This is an optimization exercise on Yosys and OpenROAD, whose aim is small area, not a production implementation. Function was checked by simulation only, so behaviour that the tests miss may differ from the original. The flow treats the clock pin as an ideal source, which a real chip does not have. Power figures rest on the tool's default switching activity, not on a simulated workload.

// bayer_unpack
module bayer_unpack (
    input  wire        clk,
    input  wire        rst,             
    input  wire        start,
    input  wire [11:0] cfg_width,
    input  wire [11:0] cfg_height,
    input  wire [31:0] cfg_mode,
    input  wire [15:0] cfg_stride,
    input  wire [31:0] cfg_src_len,
    output wire [1:0]  state,
    output wire [3:0]  err,
    output wire [3:0]  errfield,
    output wire [12:0] row,
    output wire [31:0] fault_addr,
    output wire        src_req,
    output wire [31:0] src_addr,
    input  wire        src_gnt,
    input  wire        src_rvalid,
    input  wire [7:0]  src_rdata,
    output wire        dst_we,
    output wire [25:0] dst_addr,
    output wire [7:0]  dst_wdata,
    input  wire        dst_ready
);
Size in the first run: about 710 cells after synthesis, roughly 180 flip-flops, ~240 I/O pins, ~8500 sq um of cells after synthesis.
Settings: LEC_CHECK=0, CAP_MARGIN=20, CORE_MARGIN=2, CORE_UTILIZATION=40, SLEW_MARGIN=20; clock period 8.0 ns.
standard.sh (not shown) runs the stock make flow with config.mk's settings and CLKGATE_MAP_FILE= SYNTH_SCRIPT=/design/flow/synth_recipe.tcl, a recipe that flattens the netlist after the stock synthesis.
==> flow/flow/run.sh <==
#!/bin/bash
# The standard ORFS layout with three changes:
#  - synthesis maps logic with an area-oriented ABC script (flow/abc_area.script)
#    in place of ORFS's delay-oriented abc_speed.script; everything else in
#    synthesis (registers, their names and cells) is unchanged;
#  - each port gets the smallest buffer cell;
#  - the clock tree uses clkbuf_8 buffers and no dummy loads; after CTS,
#    flow/post_cts.tcl turns leaf buffers with light loads into clkbuf_4;
#  - one tie cell drives all constant outputs (no tie fanout repair).
set -euo pipefail
rm -rf scripts_abc
cp -r "$FLOW_HOME/scripts" scripts_abc
cp flow/abc_area.script scripts_abc/abc_speed.script
bash standard.sh "SCRIPTS_DIR=$PWD/scripts_abc" \
  "BUFFER_PORTS_ARGS=-buffer_cell sky130_fd_sc_hd__buf_1" \
  "POST_CTS_TCL=$PWD/flow/post_cts.tcl" SKIP_REPAIR_TIE_FANOUT=1 \
  "CTS_ARGS=-sink_clustering_enable -repair_clock_nets -dont_use_dummy_load -buf_list sky130_fd_sc_hd__clkbuf_8 -root_buf sky130_fd_sc_hd__clkbuf_8" \
  finish > orfs_make.log 2>&1
==> flow/flow/abc_area.script <==
&get -n
&st
&syn2
&dch
&nf -R 1000
&put
topo
stime -c
==> flow/flow/post_cts.tcl <==
# After clock tree synthesis: a clock leaf buffer becomes clkbuf_4 where every
# flip-flop clock pin it drives keeps a slew under 105 ps; otherwise it stays
# clkbuf_8. A smaller cell fits in the larger one's place.
estimate_parasitics -placement
foreach inst [get_cells clkbuf_*] {
  if { [get_property $inst ref_name] != "sky130_fd_sc_hd__clkbuf_8" } { continue }
  set name [get_full_name $inst]
  set out [get_pins $name/X]
  set loads [get_pins -of_objects [get_nets -of_objects $out] -filter "direction == input"]
  set leaf 1
  foreach p $loads {
    if { ![string match "*/CLK" [get_full_name $p]] } { set leaf 0 }
  }
  if { !$leaf } { continue }
  replace_cell $inst sky130_fd_sc_hd__clkbuf_4
  estimate_parasitics -placement
  set worst 0.0
  foreach p $loads {
    set s [get_property $p slew_max]
    if { $s > $worst } { set worst $s }
  }
  if { $worst > 0.105 } {
    replace_cell $inst sky130_fd_sc_hd__clkbuf_8
    estimate_parasitics -placement
    puts "post_cts: $name stays clkbuf_8 (clkbuf_4 slew $worst)"
  } else {
    puts "post_cts: $name -> clkbuf_4 (slew $worst)"
  }
}
The baseline ran to the end with no violations.
Rerun with:
--- a/flow/flow/run.sh
+++ b/flow/flow/run.sh
@@ -2 +2 @@
-# The standard ORFS layout with three changes:
+# The standard ORFS layout with these changes:
- power stays the same
- area after synthesis is unchanged
- clock power stays flat
- final area does not change
- global-route usage is unchanged
- routed wire length is unchanged
- worst setup slack stays the same
- first-iteration DRC count stays the same
- critical path depth does not change
- count of clock-buffer cells in the layout does not change
Rerun with:
--- a/flow/flow/run.sh
+++ b/flow/flow/run.sh
@@ -2 +2 @@
-# The standard ORFS layout with these changes:
+# The standard ORFS layout with three changes:
@@ -7,3 +7 @@
-#  - the clock tree uses clkbuf_8 buffers and no dummy loads; after CTS,
-#    flow/post_cts.tcl turns leaf buffers with light loads into clkbuf_4;
-#  - one tie cell drives all constant outputs (no tie fanout repair).
+#  - the clock tree uses clkbuf_8 buffers and no dummy loads.
@@ -16 +13,0 @@
-  "POST_CTS_TCL=$PWD/flow/post_cts.tcl" SKIP_REPAIR_TIE_FANOUT=1 \
removed: flow/flow/post_cts.tcl
Power climbs by about 1.3%.
Sequential share of layout area drops by 0.26 points.
Core utilization climbs by 0.24 points.
Clock power climbs by 6.1%.
Wire length stays flat.
Fmax climbs by about 0.7%.
Non-clock buffer count drops by 1.
Sequential power barely changes.
Global-route usage barely changes.
Clock-buffer cell count is unchanged.
Synthesized cell count is unchanged.
Rerun with:
--- a/flow/flow/run.sh
+++ b/flow/flow/run.sh
@@ -7 +7,3 @@
-#  - the clock tree uses clkbuf_8 buffers and no dummy loads.
+#  - the clock tree uses clkbuf_8 buffers and no dummy loads; after CTS,
+#    flow/post_cts.tcl turns leaf buffers with light loads into clkbuf_4;
+#  - one tie cell drives all constant outputs (no tie fanout repair).
@@ -13,0 +16 @@
+  "POST_CTS_TCL=$PWD/flow/post_cts.tcl" SKIP_REPAIR_TIE_FANOUT=1 \
==> flow/flow/post_cts.tcl (new file) <==
# After clock tree synthesis: a clock leaf buffer becomes clkbuf_4 where every
# flip-flop clock pin it drives keeps a slew under 105 ps; otherwise it stays
# clkbuf_8. A smaller cell fits in the larger one's place.
estimate_parasitics -placement
foreach inst [get_cells clkbuf_*] {
  if { [get_property $inst ref_name] != "sky130_fd_sc_hd__clkbuf_8" } { continue }
  set name [get_full_name $inst]
  set out [get_pins $name/X]
  set loads [get_pins -of_objects [get_nets -of_objects $out] -filter "direction == input"]
  set leaf 1
  foreach p $loads {
    if { ![string match "*/CLK" [get_full_name $p]] } { set leaf 0 }
  }
  if { !$leaf } { continue }
  replace_cell $inst sky130_fd_sc_hd__clkbuf_4
  estimate_parasitics -placement
  set worst 0.0
  foreach p $loads {
    set s [get_property $p slew_max]
    if { $s > $worst } { set worst $s }
  }
  if { $worst > 0.105 } {
    replace_cell $inst sky130_fd_sc_hd__clkbuf_8
    estimate_parasitics -placement
    puts "post_cts: $name stays clkbuf_8 (clkbuf_4 slew $worst)"
  } else {
    puts "post_cts: $name -> clkbuf_4 (slew $worst)"
  }
}
Settings changed: CORE_UTILIZATION 40 to 55.
What happened:
- global-route usage increases by 4.7 points
- wire length decreases by about 4%
- die area decreases by 27%
- area after synthesis is unchanged
- final area decreases by about 1.5%
- clock skew decreases by 5.9 ps
- clock-buffer cell count stays the same
- setup slack improved by 78 ps
- synthesized cell count does not change

-- separate check: timing with driven ports --
The flow's constraints put no driver on any port. The routed layouts listed below were extracted and timed again, unchanged, in two steps. Step 1 assumes that a clkbuf_16 drives the clock port and a buf_2 every other input. Step 2, shift: input delay + t, output delay - t, t = (earliest + latest rising clock arrival at the registers) / 2. This alone moves slack from input paths to output paths. Three values: no drivers, after step 1, after step 2; two values: the first two.
run	t, ns	slack for setup (ns)	worst setup path at the end
the first run	0.465	0.653 / 0.653 / 0.653	register to register
the second run	0.465	0.653 / 0.653 / 0.653	register to register
the third run	0.468	0.702 / 0.702 / 0.702	register to register
the fourth run	0.482	0.780 / 0.780 / 0.780	register to register
After both steps every run listed still meets setup and hold.
